This design comes from an exercise in tuning for small area, a short achievable clock period and few clock cycles on the open sky130 flow, not from production work. In this exercise RTL edits were held to simulation tests only and were not proved equivalent to the original.

the baseline:
// hpd_decoder
module hpd_decoder (
    input  wire        clk,
    input  wire        rst,
    input  wire        tbl_we,
    input  wire [4:0]  tbl_addr,
    input  wire [15:0] tbl_code,
    input  wire [4:0]  tbl_len,
    input  wire [7:0]  tbl_op,
    input  wire        start,
    input  wire [15:0] total_bits,
    input  wire [4:0]  est_bits,
    input  wire [13:0] bail_terms,
    input  wire [13:0] bail_ops,
    output wire        idle,
    output reg         done,
    input  wire        in_valid,
    input  wire [7:0]  in_data,
    output wire        in_ready,
    output reg         op_valid,
    output wire [7:0]  op_data,
    input  wire        op_ready
);
    localparam NCODES = 32;
    integer i;
    genvar  gi, gb;
    reg [16:0] t_v  [0:NCODES-1];
    reg [7:0]  t_op [0:NCODES-1];
    reg run;
    assign idle = !run;
    wire        w_ok = (tbl_len != 5'd0) && (tbl_len <= 5'd16) &&
                       ((tbl_code >> tbl_len) == 16'd0);
    wire [16:0] w_sh = {tbl_code, 1'b1} << (5'd16 - tbl_len);
    wire [16:0] w_v  = w_ok ? w_sh : 17'd0;
    always @(posedge clk) begin
        if (tbl_we && idle) begin
            t_v[tbl_addr]  <= w_v;
            t_op[tbl_addr] <= tbl_op;
        end
    end
  ...
==> module hpd_decoder, before the edit <==
module hpd_decoder (
    input  wire        clk,
    input  wire        rst,
    input  wire        tbl_we,
    input  wire [4:0]  tbl_addr,
    input  wire [15:0] tbl_code,
    input  wire [4:0]  tbl_len,
    input  wire [7:0]  tbl_op,
    input  wire        start,
    input  wire [15:0] total_bits,
    input  wire [4:0]  est_bits,
    input  wire [13:0] bail_terms,
    input  wire [13:0] bail_ops,
    output wire        idle,
    output reg         done,
    input  wire        in_valid,
    input  wire [7:0]  in_data,
    output wire        in_ready,
    output reg         op_valid,
    output wire [7:0]  op_data,
    input  wire        op_ready
);
    localparam NCODES = 32;
    integer i;
    genvar  gi, gb;
    reg [16:0] t_v  [0:NCODES-1];
    reg [7:0]  t_op [0:NCODES-1];
    reg run;
    assign idle = !run;
    wire        w_ok = (tbl_len != 5'd0) && (tbl_len <= 5'd16) &&
                       ((tbl_code >> tbl_len) == 16'd0);
    wire [16:0] w_sh = {tbl_code, 1'b1} << (5'd16 - tbl_len);
    wire [16:0] w_v  = w_ok ? w_sh : 17'd0;
    always @(posedge clk) begin
        if (tbl_we && idle) begin
            t_v[tbl_addr]  <= w_v;
            t_op[tbl_addr] <= tbl_op;
        end
    end
    reg [31:0] bb;           
    reg [5:0]  cf;           
    reg [4:0]  cs;           
    reg        slow1;        
    reg        slow2;        
    reg [15:0] pw1, pw0;     
    reg [NCODES-1:0] mreg;   
    wire [5:0]  bcnt = cf - {1'b0, cs};
    wire [15:0] win = bb[31:16];
    wire [15:0] w1  = slow1 ? pw1 : win;
    wire [15:0] w0  = slow1 ? pw0 : ~win;
    wire [NCODES-1:0] match;
    wire [15:0]       emask [0:NCODES-1];
    generate
        for (gi = 0; gi < NCODES; gi = gi + 1) begin : g_ent
            wire [16:0] v = t_v[gi];
            wire [15:0] m;
            for (gb = 0; gb < 16; gb = gb + 1) begin : g_pfx
                assign m[gb] = |v[gb:0];
            end
            wire [15:0] ok = ~m | (v[16:1] & w1) | (~v[16:1] & w0);
            assign match[gi] = m[15] & (&ok);
            assign emask[gi] = m;
        end
    endgenerate
    reg [15:0] mmin;
    always @(*) begin
        mmin = 16'hFFFF;
        for (i = 0; i < NCODES; i = i + 1)
            mmin = mmin & (emask[i] | {16{~match[i]}});
    end
    wire nd_any [0:62];
    wire nd_two [0:62];
    generate
        for (gi = 0; gi < NCODES; gi = gi + 1) begin : g_leaf
            assign nd_any[31 + gi] = match[gi];
            assign nd_two[31 + gi] = 1'b0;
        end
        for (gi = 30; gi >= 0; gi = gi - 1) begin : g_node
            assign nd_any[gi] = nd_any[2*gi+1] | nd_any[2*gi+2];
            assign nd_two[gi] = nd_two[2*gi+1] | nd_two[2*gi+2] |
                                (nd_any[2*gi+1] & nd_any[2*gi+2]);
        end
    endgenerate
    wire any_m    = nd_any[0];
    wire conflict = nd_two[0];
    reg [NCODES-1:0] mlow;
    always @(*) begin
        for (i = 0; i < NCODES; i = i + 1)
            mlow[i] = mreg[i] & ~(|(mreg & ((32'd1 << i) - 32'd1)));
    end
    wire [NCODES-1:0] sel = slow2 ? mlow : match;
    reg  [7:0] sel_op;
    always @(*) begin
        sel_op = 8'd0;
        for (i = 0; i < NCODES; i = i + 1)
            sel_op = sel_op | ({8{sel[i]}} & t_op[i]);
    end
    wire [7:0] dec_op = (any_m || slow2) ? sel_op : 8'hFF;
    reg [16:0] rem;          
    reg [4:0]  p_est;
    reg [13:0] nops;
    reg [13:0] tleft;        
    reg [13:0] oleft;        
    reg        opass;        
    reg        stop_a;       
    reg        evd;          
    reg [7:0]  op_reg;
    assign op_data = op_reg;
    wire ffd = &op_reg;
    wire t_hit = (tleft == 14'd0) || (tleft == 14'd1 && evd && ffd);
    wire bail  = opass && t_hit;
    wire stop  = stop_a || bail;
    wire busy     = slow1 || slow2;
    wire out_free = !op_valid || op_ready;
    wire fire     = run && !stop && !busy && (bcnt >= 6'd16) && out_free;
    wire settle   = (fire && !conflict) || slow2;
    assign in_ready = run && (bcnt <= 6'd24);
    wire take = in_ready && in_valid;
    wire [16:1] t;
    generate
        for (gi = 1; gi < 17; gi = gi + 1) begin : g_t
            assign t[gi] = mmin[16-gi];
        end
    endgenerate
    wire [4:0] len;
    assign len[4] = t[16];
    assign len[3] = t[8] & ~t[16];
    assign len[2] = (t[4] & ~t[8]) | (t[12] & ~t[16]);
    assign len[1] = (t[2] & ~t[4]) | (t[6] & ~t[8]) | (t[10] & ~t[12]) | (t[14] & ~t[16]);
    assign len[0] = (t[1] & ~t[2]) | (t[3] & ~t[4]) | (t[5] & ~t[6]) | (t[7] & ~t[8]) |
                    (t[9] & ~t[10]) | (t[11] & ~t[12]) | (t[13] & ~t[14]) | (t[15] & ~t[16]);
    wire [4:0] sh = fire ? len : 5'd0;
    wire [31:0] bfill = take ? (bb | ({in_data, 24'd0} >> bcnt)) : bb;
    wire [5:0]  cfill = take ? bcnt + 6'd8 : bcnt;
    wire [31:0] s4 = sh[4] ? {bfill[15:0], 16'd0} : bfill;
    wire [31:0] s3 = sh[3] ? {s4[23:0], 8'd0} : s4;
    wire [31:0] s2 = sh[2] ? {s3[27:0], 4'd0} : s3;
    wire [31:0] s1 = sh[1] ? {s2[29:0], 2'd0} : s2;
    wire [31:0] s0 = sh[0] ? {s1[30:0], 1'd0} : s1;
    wire [16:0] rem_n   = rem - {12'd0, p_est};
    wire        bud_end = rem_n[16] || (rem_n == 17'd0);
    wire [13:0] nops_n  = nops + 14'd1;
    always @(posedge clk) begin
        if (rst) begin
            run      <= 1'b0;
            done     <= 1'b0;
            op_valid <= 1'b0;
            slow1    <= 1'b0;
            slow2    <= 1'b0;
            evd      <= 1'b0;
        end else begin
            done  <= 1'b0;
            slow1 <= fire && conflict;
            slow2 <= slow1;
            evd   <= settle;
            if (settle)
                op_valid <= 1'b1;
            else if (op_ready)
                op_valid <= 1'b0;
            if (!run) begin
                if (start) run <= 1'b1;
            end else if (stop && !busy && (!op_valid || op_ready)) begin
                run  <= 1'b0;
                done <= 1'b1;
            end
        end
    end
    always @(posedge clk) begin
        mreg <= match;
        pw1  <= win & mmin;
        pw0  <= ~win & mmin;
        if (fire || slow2) op_reg <= dec_op;
        if (!run) begin
            bb <= 32'd0;
            cf <= 6'd0;
            cs <= 5'd0;
        end else begin
            bb <= s0;
            cf <= cfill;
            cs <= sh;
        end
        if (!run) begin
            if (start) begin
                rem    <= {1'b0, total_bits};
                p_est  <= est_bits;
                nops   <= 14'd0;
                tleft  <= bail_terms;
                oleft  <= bail_ops;
                opass  <= 1'b0;
                stop_a <= (total_bits == 16'd0);
            end
        end else begin
            if (evd && ffd && tleft != 14'd0) tleft <= tleft - 14'd1;
            if (fire) begin
                rem    <= rem_n;
                nops   <= nops_n;
                if (oleft != 14'd0) oleft <= oleft - 14'd1;
                opass  <= opass || (oleft == 14'd0);
                stop_a <= bud_end || nops_n[13];
            end
        end
    end
endmodule
clock: 8.0 ns
lec_check: 0
abc_area: 1
cap_margin: 20
core_margin: 2
core_utilization: 40
gpl_timing_driven: 1
place_density: 0.6
setup_slack_margin: 4.0
slew_margin: 20
tns_end_percent: 0
run.sh (not shown) runs the stock make flow with config.mk's settings and CLKGATE_MAP_FILE= SYNTH_SCRIPT=/design/flow/synth_recipe.tcl, a recipe that flattens the netlist after the stock synthesis.
Testbench counts of the baseline, summed over its fixed seeds: cycles 124,523.
--- input diff the baseline..the candidate ---
diff --git a/flow/design.v b/flow/design.v
--- a/flow/design.v
+++ b/flow/design.v
@@ -43,10 +43,7 @@
     reg        slow1;        
     reg        slow2;        
-    reg [15:0] pw1, pw0;     
+    reg [15:0] w1, w0;       
     reg [NCODES-1:0] mreg;   
     wire [5:0]  bcnt = cf - {1'b0, cs};
-    wire [15:0] win = bb[31:16];
-    wire [15:0] w1  = slow1 ? pw1 : win;
-    wire [15:0] w0  = slow1 ? pw0 : ~win;
     wire [NCODES-1:0] match;
     wire [15:0]       emask [0:NCODES-1];
@@ -168,6 +165,4 @@
     always @(posedge clk) begin
         mreg <= match;
-        pw1  <= win & mmin;
-        pw0  <= ~win & mmin;
         if (fire || slow2) op_reg <= dec_op;
         if (!run) begin
@@ -175,8 +170,12 @@
             cf <= 6'd0;
             cs <= 5'd0;
+            w1 <= 16'd0;
+            w0 <= 16'hFFFF;
         end else begin
             bb <= s0;
             cf <= cfill;
             cs <= sh;
+            w1 <= (fire && conflict) ? (w1 & mmin) : s0[31:16];
+            w0 <= (fire && conflict) ? (w0 & mmin) : ~s0[31:16];
         end
         if (!run) begin
--- outcome ---
- The candidate reached the final stage; the timing, DRC and antenna checks on its layout passed.
- Per the comparison of the candidate with the baseline, non-clock buffer instance count of the final layout has increased; synthesized cell count now sits higher; shortest period the worst path allows decreased by 0.24 ns relative to the old numbers; via count normalized by instance count dropped 0.19; count of clock-buffer cells in the layout rose by 5.
- Going from the baseline to the candidate, placed cell area grows by 780 um2.
- Compared to the baseline, the candidate has met1 track demand over resource in global routing 3.5 points lower.
- Taking the baseline as the reference, in the candidate adder-cell area share of the yosys netlist held steady; signed area change from the synthesized netlist to the final layout shrank by 1.1 points; number of stages on the worst setup path grew by 7; final core area utilization shrank by 0.48 points; met3 track utilization from global routing shrank by 2.0 points.
- The candidate — final period utilization 2.9 points lower, the baseline as reference
Testbench counts of the candidate, summed over its fixed seeds: cycles 124,523.

## static timing again, ports no longer ideal
How much do the figures lean on ideal ports? The routed layouts below were timed once more, with nothing changed but the port constraints.
Step 1 sets driving cells, clkbuf_16 on the clock port and buf_2 on the other inputs (assumed; they add their load-dependent delay and slew).
Step 2 adds t to the input delays and takes it off the output delays; t is the mean of the earliest and latest rising clock arrival at the registers after step 1. Input paths then give back, and output paths get back, about the clock's delay inside the block.
Slacks: no drivers / after step 1 / after step 2; pairs: no drivers / after step 1.
| run | t, ns | setup WS [ns] | latest minus earliest clock arrival (ns) |
|---|---|---|---|
| the baseline | 0.845 | 3.111 / 3.111 / 2.777 | 0.052 / 0.053 |
| the candidate | 0.823 | 3.346 / 3.346 / 2.734 | 0.051 / 0.052 |
After both steps setup and hold are still met in every run listed. For the candidate, which loses most, drivers alone change the setup slack by 0.000 ns; drivers and shift together by -0.612 ns.
